Context: an optimization exercise on an open-source flow, tuned for small area. The choices shown serve that exercise and are no tape-out recipe. The RTL was checked by simulation tests, not by an equivalence proof against the original design. Power and IR drop assume default switching activity.

**config.mk**
```make
export PLATFORM = sky130hd
export DESIGN_NAME = hayward_rx
export DESIGN_NICKNAME = hayward_rx
export VERILOG_FILES = /design/flow/design.v
export SDC_FILE = /design/flow/constraint.sdc
export NUM_CORES = 4
export LEC_CHECK = 0
export CAP_MARGIN = 20
export CORE_MARGIN = 2
export CORE_UTILIZATION = 40
export SLEW_MARGIN = 20
```
**constraint.sdc**
```tcl
create_clock -name core_clock -period 10.0 [get_ports {clk}]
set_input_delay 2.0000 -clock core_clock [delete_from_list [all_inputs] [get_ports {clk}]]
set_output_delay 2.0000 -clock core_clock [all_outputs]
set_load 0.01 [all_outputs]
```
**design.v**
```verilog
module hrx_capture (
    input  wire        clk,
    input  wire        rst,
    input  wire        line_in,
    input  wire        tick,
    output wire        rec_valid,    
    output wire [31:0] rec_lo,       
    output wire [31:0] rec_hi,       
    output wire [31:0] since_edge,   
    output wire        edge_seen     
);
    reg        line_q;
    reg [31:0] cnt;
    reg        pend_valid;
    reg [31:0] pend_dur;
    wire [31:0] dur = (tick && cnt != 32'hFFFF_FFFF) ? cnt + 32'd1 : cnt;
    assign edge_seen  = (line_in != line_q);
    assign since_edge = dur;
    assign rec_valid  = edge_seen && !line_in && pend_valid;
    assign rec_lo     = pend_dur;
    assign rec_hi     = dur;
    always @(posedge clk) begin
        if (rst) begin
            line_q     <= 1'b1;
            cnt        <= 32'd0;
            pend_valid <= 1'b0;
            pend_dur   <= 32'd0;
        end else begin
            line_q <= line_in;
            if (edge_seen) begin
                cnt <= 32'd0;
                if (line_in) begin
                    pend_dur   <= dur;
                    pend_valid <= 1'b1;
                end else if (pend_valid) begin
                    pend_dur   <= 32'd0;
                    pend_valid <= 1'b0;
                end
            end else begin
                cnt <= dur;
            end
        end
    end
endmodule
module hrx_classify (
    input  wire [31:0] lo,
    input  wire [31:0] hi,
    output reg  [2:0]  sym
);
    localparam [2:0] SYM_INVALID  = 3'd0;
    localparam [2:0] SYM_BIT0     = 3'd1;
    localparam [2:0] SYM_BIT1     = 3'd2;
    localparam [2:0] SYM_PREAMBLE = 3'd3;
    localparam [2:0] SYM_IDLE     = 3'd4;
    wire hi_idle  = (hi >= 32'd50000);
    wire hi_pre   = (hi >= 32'd4400) && (hi <= 32'd5600);
    wire hi_long  = (hi >= 32'd2400) && (hi <= 32'd3600);
    wire hi_short = (hi >= 32'd400)  && (hi <= 32'd1600);
    wire lo_bit   = (lo >= 32'd400)  && (lo <= 32'd1600);
    always @(*) begin
        if (hi_idle)
            sym = SYM_IDLE;
        else if (hi_pre)
            sym = SYM_PREAMBLE;
        else if (lo_bit && hi_long)
            sym = SYM_BIT1;
        else if (lo_bit && hi_short)
            sym = SYM_BIT0;
        else
            sym = SYM_INVALID;
    end
endmodule
module hrx_framer (
    input  wire        clk,
    input  wire        rst,
    input  wire        sym_valid,
    input  wire [2:0]  sym,
    input  wire        idle_timeout,
    output reg         frame_valid,
    output reg  [95:0] frame_data,
    output reg         frame_long,
    output reg         frame_heater,
    output reg         diag_valid,
    output reg  [3:0]  diag_code,
    output reg  [3:0]  diag_trig,
    output reg  [3:0]  diag_len
);
    localparam [2:0] SYM_INVALID  = 3'd0;
    localparam [2:0] SYM_BIT0     = 3'd1;
    localparam [2:0] SYM_BIT1     = 3'd2;
    localparam [2:0] SYM_PREAMBLE = 3'd3;
    localparam [2:0] SYM_IDLE     = 3'd4;
    localparam [3:0] DIAG_BAD_LENGTH    = 4'd1;
    localparam [3:0] DIAG_BAD_CHECKSUM  = 4'd2;
    localparam [3:0] DIAG_OVERLONG      = 4'd3;
    localparam [3:0] DIAG_INVALID_PULSE = 4'd4;
    localparam [3:0] TRIG_PREAMBLE   = 4'd1;
    localparam [3:0] TRIG_IDLE       = 4'd2;
    localparam [3:0] TRIG_SYNTH_IDLE = 4'd3;
    localparam [3:0] TRIG_BIT        = 4'd4;
    localparam [3:0] TRIG_INVALID    = 4'd5;
    localparam [3:0] FR_MAX_LEN            = 4'd12;
    localparam [3:0] MIN_INVALID_RESET_LEN = 4'd9;
    reg        fr_started;
    reg [7:0]  fr_cur;
    reg [2:0]  fr_bidx;
    reg [3:0]  fr_len;
    reg [7:0]  fr_buf [0:11];
    reg [7:0] sum_cap;    
    reg [7:0] sum_inv;    
    reg [7:0] chk_cap;    
    integer   i;
    always @(*) begin
        sum_cap = 8'd0;
        sum_inv = 8'd0;
        if (fr_len == 4'd12) begin
            for (i = 0; i <= 10; i = i + 1) begin
                sum_cap = sum_cap + fr_buf[i];
                sum_inv = sum_inv + ~fr_buf[i];
            end
            chk_cap = fr_buf[11];
        end else begin
            for (i = 1; i <= 7; i = i + 1) begin
                sum_cap = sum_cap + fr_buf[i];
                sum_inv = sum_inv + ~fr_buf[i];
            end
            chk_cap = fr_buf[8];
        end
    end
    wire len_ok     = (fr_len == 4'd9) || (fr_len == 4'd12);
    wire is_ctrl    = (sum_cap == chk_cap);
    wire is_heater  = (sum_inv == ~chk_cap);
    reg [95:0] out_bytes;
    always @(*) begin
        for (i = 0; i < 12; i = i + 1) begin
            if (i < fr_len && !is_ctrl)
                out_bytes[8*i +: 8] = ~fr_buf[i];
            else
                out_bytes[8*i +: 8] = fr_buf[i];
        end
    end
    wire is_bit   = (sym == SYM_BIT0) || (sym == SYM_BIT1);
    wire bit_val  = (sym == SYM_BIT1);
    reg       do_end;
    reg [3:0] end_trig;
    always @(*) begin
        do_end   = 1'b0;
        end_trig = 4'd0;
        if (sym_valid) begin
            if (fr_started && sym == SYM_PREAMBLE) begin
                do_end   = 1'b1;
                end_trig = TRIG_PREAMBLE;
            end else if (fr_started && sym == SYM_IDLE) begin
                do_end   = 1'b1;
                end_trig = TRIG_IDLE;
            end
        end else if (idle_timeout && fr_started) begin
            do_end   = 1'b1;
            end_trig = TRIG_SYNTH_IDLE;
        end
    end
    wire [7:0] cur_next = fr_cur | ({7'd0, bit_val} << fr_bidx);
    always @(posedge clk) begin
        if (rst) begin
            fr_started   <= 1'b0;
            fr_cur       <= 8'd0;
            fr_bidx      <= 3'd0;
            fr_len       <= 4'd0;
            for (i = 0; i < 12; i = i + 1)
                fr_buf[i] <= 8'd0;
            frame_valid  <= 1'b0;
            frame_data   <= 96'd0;
            frame_long   <= 1'b0;
            frame_heater <= 1'b0;
            diag_valid   <= 1'b0;
            diag_code    <= 4'd0;
            diag_trig    <= 4'd0;
            diag_len     <= 4'd0;
        end else begin
            frame_valid <= 1'b0;
            diag_valid  <= 1'b0;
            if (do_end) begin
                if (!len_ok) begin
                    diag_valid <= 1'b1;
                    diag_code  <= DIAG_BAD_LENGTH;
                    diag_trig  <= end_trig;
                    diag_len   <= fr_len;
                end else if (is_ctrl || is_heater) begin
                    frame_valid  <= 1'b1;
                    frame_data   <= out_bytes;
                    frame_long   <= (fr_len == 4'd12);
                    frame_heater <= !is_ctrl;
                end else begin
                    diag_valid <= 1'b1;
                    diag_code  <= DIAG_BAD_CHECKSUM;
                    diag_trig  <= end_trig;
                    diag_len   <= fr_len;
                end
            end
            if (sym_valid && sym == SYM_PREAMBLE) begin
                fr_started <= 1'b1;
                fr_cur     <= 8'd0;
                fr_bidx    <= 3'd0;
                fr_len     <= 4'd0;
                for (i = 0; i < 12; i = i + 1)
                    fr_buf[i] <= 8'd0;
            end else if (do_end) begin
                fr_started <= 1'b0;
                fr_cur     <= 8'd0;
                fr_bidx    <= 3'd0;
                fr_len     <= 4'd0;
                for (i = 0; i < 12; i = i + 1)
                    fr_buf[i] <= 8'd0;
            end else if (sym_valid && fr_started && is_bit) begin
                if (fr_bidx != 3'd7) begin
                    fr_cur  <= cur_next;
                    fr_bidx <= fr_bidx + 3'd1;
                end else if (fr_len == FR_MAX_LEN) begin
                    diag_valid <= 1'b1;
                    diag_code  <= DIAG_OVERLONG;
                    diag_trig  <= TRIG_BIT;
                    diag_len   <= fr_len;
                    fr_started <= 1'b0;
                    fr_cur     <= 8'd0;
                    fr_bidx    <= 3'd0;
                    fr_len     <= 4'd0;
                    for (i = 0; i < 12; i = i + 1)
                        fr_buf[i] <= 8'd0;
                end else begin
                    fr_buf[fr_len] <= cur_next;
                    fr_len         <= fr_len + 4'd1;
                    fr_cur         <= 8'd0;
                    fr_bidx        <= 3'd0;
                end
            end else if (sym_valid && fr_started && sym == SYM_INVALID &&
                         fr_len >= MIN_INVALID_RESET_LEN) begin
                diag_valid <= 1'b1;
                diag_code  <= DIAG_INVALID_PULSE;
                diag_trig  <= TRIG_INVALID;
                diag_len   <= fr_len;
                fr_started <= 1'b0;
                fr_cur     <= 8'd0;
                fr_bidx    <= 3'd0;
                fr_len     <= 4'd0;
                for (i = 0; i < 12; i = i + 1)
                    fr_buf[i] <= 8'd0;
            end
        end
    end
endmodule
module hayward_rx (
    input  wire        clk,
    input  wire        rst,           
    input  wire        line_in,       
    input  wire        tick,          
    output wire        frame_valid,
    output wire [95:0] frame_data,    
    output wire        frame_long,    
    output wire        frame_heater,  
    output wire        diag_valid,
    output wire [3:0]  diag_code,
    output wire [3:0]  diag_trig,
    output wire [3:0]  diag_len
);
    wire        rec_valid;
    wire [31:0] rec_lo;
    wire [31:0] rec_hi;
    wire [31:0] since_edge;
    wire        edge_seen;
    hrx_capture u_capture (
        .clk        (clk),
        .rst        (rst),
        .line_in    (line_in),
        .tick       (tick),
        .rec_valid  (rec_valid),
        .rec_lo     (rec_lo),
        .rec_hi     (rec_hi),
        .since_edge (since_edge),
        .edge_seen  (edge_seen)
    );
    wire [2:0] sym;
    hrx_classify u_classify (
        .lo  (rec_lo),
        .hi  (rec_hi),
        .sym (sym)
    );
    wire idle_timeout = !edge_seen && (since_edge >= 32'd50000);
    hrx_framer u_framer (
        .clk          (clk),
        .rst          (rst),
        .sym_valid    (rec_valid),
        .sym          (sym),
        .idle_timeout (idle_timeout),
        .frame_valid  (frame_valid),
        .frame_data   (frame_data),
        .frame_long   (frame_long),
        .frame_heater (frame_heater),
        .diag_valid   (diag_valid),
        .diag_code    (diag_code),
        .diag_trig    (diag_trig),
        .diag_len     (diag_len)
    );
endmodule
```
**run.sh**
```bash
#!/bin/bash
# synth_recipe.tcl (not shown) runs the flow's synth.tcl, then flattens the netlist and writes it again
# the make line also repeats each setting of config.mk as NAME=value (left out here)
make -C /OpenROAD-flow-scripts/flow DESIGN_CONFIG=/design/flow/config.mk WORK_HOME=/design/flow/orfs CLKGATE_MAP_FILE= SYNTH_SCRIPT=/design/flow/synth_recipe.tcl finish
```
==> run summary <==
clock sinks 290; adder-cell share of the synthesized area 20.5%; critical path startpoint category flip-flop; Final Hold Vio Count 0; Synth Flop Type dfxtp_1; Via Count 13,300; Slew Limit Fails 0; I/O pin count 116; Post-synth EDFFs 96; Final Cycle Share 70.2%; CTS clock-pin slew for the worst setup and hold paths 60 ps; fraction of registers with async set/reset 0%; GRT overflow 0; relative slew slack 21.7%; initial DRC count 941; DP HPWL 39.9 mm; WP data arrival 7460 ps; first-pass GRT wire length 79.2 mm; commonest cells after routing, fill and taps aside 274 x nor2_1, 244 x inv_1, 194 x dfxtp_1, 163 x xnor2_1, 157 x fa_1; Die W 217 um; multi-input logic area 10,100 sq um; multiplexer area fraction after synthesis 0.310%; Initial Util 40.3%; RePlAce Congestion 0.951; clock insertion delay at the later pin of the skew report 540 ps; post-CTS setup buffer count 0; Synth Instances 1,846; final setup margin 2980 ps; status no timing/DRC/antenna violations; Seq/Total Area, Yosys 37.2%; Compound-Gate Fraction of Synth Area 10.6%; Critical Path RT 10,440 ps; RSZ-0062 raised after global routing no; diode count 0; Simple-Gate Fraction of Synth Area 14.3%; Leak 7.75 nW; nets@finish 2,130; Total Wirelength 50.9 mm; DRT Pass-1 Iters 5; VDD IR max 0.000175 V; Reg area 6770 sq um; Max Cap Viol 0; CTS tree done; port buffer count 115; main combinational cell family by area after synthesis adder cells; crit path capture type flip-flop; Core ar. 45,100 sq um; Clock Path Buffers 3; #FFs+latches synth 290; type of the worst min-delay path flip-flop to flip-flop; Setup violations, final 0; crit path time final 7020 ps; Root Buffer clkbuf_16; setup TNS 0 ps; hold-fix buffers at CTS 0; drt wl/cell 20.0 um; Syn Nets 2,053; total track usage 22.0%; vias per std cell 5.23; Worst Tran Pin Value 1170 ps; Unique masters post-synth 82; Avg Cell Area, Syn 9.84 sq um; CTS resizes 0; DRT antenna net count 0; initial antenna violation count 0; # DRC 0; fill count 4,315; commonest non-fill, non-tap cell in the layout nor2_1; vias in the first global route 13,300; clock skew 18.3 ps; Post-Syn Area 18,200 sq um; TritonCTS buffer count 34; Synth Area in XOR/XNOR 9.96%; FP Rows 78; Area Growth Syn to Fin 14.8%; Die Ht 217 um; Setup CP Type flip-flop to flip-flop; Cell Pwr Density 226 nW/um^2; crit path max fanout 68; largest net degree at the start of global routing 128; Fmax 0.142 GHz; layout cells sized above 1 5.45%; Worst Setup Slack post-DPL 2650 ps; H-tree depth reported by CTS 2; full die area 47,100 sq um; Ys Warns 3
metal layers:
| metal | part of all wire, % | vias up | track usage [%] | wire (um) |
|---|---|---|---|---|
| li1 | - | 6281 | - | - |
| met1 | 47 | 6573 | 32.1 | 23900 |
| met2 | 45 | 405 | 34.2 | 23000 |
| met3 | 6.2 | 63 | 3.51 | 3150 |
| met4 | 1.7 | 0 | 5.09 | 869 |
| met5 | 0 | - | 0 | 0 |
cell usage after synthesis (all sizes together) (8+ instances only):
| master | number | area share [%] |
|---|---|---|
| a21oi | 48 | 1.3 |
| nor2b | 9 | 0.31 |
| fa | 157 | 17 |
| nor4 | 27 | 1.1 |
| nand2 | 78 | 1.6 |
| and2 | 8 | 0.28 |
| clkbuf | 47 | 0.97 |
| o21ai | 59 | 1.6 |
| nor3 | 26 | 0.97 |
| nand4 | 23 | 0.86 |
| buf | 36 | 1.1 |
| ha | 46 | 3.2 |
| edfxtp | 96 | 16 |
| and3 | 17 | 0.59 |
| xor2 | 36 | 1.7 |
| nor2 | 278 | 5.8 |
| nand3 | 34 | 1.2 |
| inv | 245 | 5.1 |
| xnor2 | 163 | 7.9 |
| a211oi | 104 | 4.3 |
| dfxtp | 194 | 21 |
worst max-delay path: stages, from the launching register on:
cell and delay, ps:
edfxtp_1 450, inv_1 100, fa_1 610, inv_1 120, fa_1 570, fa_1 450, fa_1 540, inv_1 60
fa_1 470, ha_1 250, fa_1 460, xnor2_1 140, nor4_1 290, nand4_1 150, a22oi_1 620, o21ai_0 410
a21oi_4 270, buf_4 550, nor2_1 80, a211oi_1 240
registers in the layout, summed over array words and instances, names as in the netlist, 8 cells and up:
register	flops
u_framer.fr_buf	96
u_framer.frame_data	96
u_capture.cnt	32
u_capture.pend_dur	32
u_framer.fr_cur	8
cell type report:
type | instances | area share (%)
clock buffer | 51 | 4.73
multi-input combinational | 1227 | 48.7
tap | 600 | 3.60
inverter | 246 | 4.43
timing repair buffer | 124 | 5.89
sequential | 290 | 32.4
clock inverter | 8 | 0.246
worst paths after layout:
| check | startpoint | slack, ps | to | cells after the start |
|---|---|---|---|---|
| min reg2reg | u_capture.pend_dur[23] | 450 | u_capture.pend_dur[23] | 2 |
| max | u_framer.fr_buf[5][2] | 2980 | u_framer.frame_data[80] | 19 |
| max reg2reg | u_framer.fr_buf[5][2] | 2980 | u_framer.frame_data[80] | 19 |
| min | u_capture.pend_dur[23] | 450 | u_capture.pend_dur[23] | 2 |
cell families (layout without fill, tap and decap cells):
kind of cell	after synthesis	after routing
adders and majority gates	203	203
DFF	290	290
AOI/OAI and AO/OA	282	282
muxes	5	5
and+or+nand+nor	535	535
buffers and inverters	329	429
xor gates and xnor gates	202	202
power breakdown:
group          leakage [nW]  switching, mW  internal (mW)
Sequential             2.47         0.0365           1.24
Clock                 0.511          0.500          0.683
Combinational          4.76           1.18           1.08
Total                  7.75           1.72           3.00
stage by stage:
stage               cell area (sq um)  hold WS [ps]  instances  power [mW]  util, %
detailed placement              19800           440       2487        3.54     43.9
global route                    20900           484       2546        5.07     46.3
floorplan                       18200           416       1846        3.09        -
CTS                             20900           453       2546        4.74     46.2
global placement                19800           430       2487        3.50     43.9
finish                          20900           449       2546        4.72     46.3

static timing again, ports no longer ideal:
Ports are ideal in the flow. The routed layout listed here was re-timed in OpenROAD. Step 1 assumes that a clkbuf_16 drives the clock port and a buf_2 every other input. Step 2 times the ports against the registers' clock, not the clock port: input delays grow and output delays shrink by t, the midpoint of the rising clock arrivals with the driver on. Three values: ideal ports, drivers, drivers and shift; two values: the first two.
t, ns: 0.588
setup WS [ns]: 2.980 / 2.980 / 2.545
worst register clock-pin slew, ns: 0.06 / 0.06
cell pins on the clock port's net: 1
After both steps setup and hold are still met in this run. The setup slack of this run moves by 0.000 ns with the drivers and by -0.435 ns with both steps.
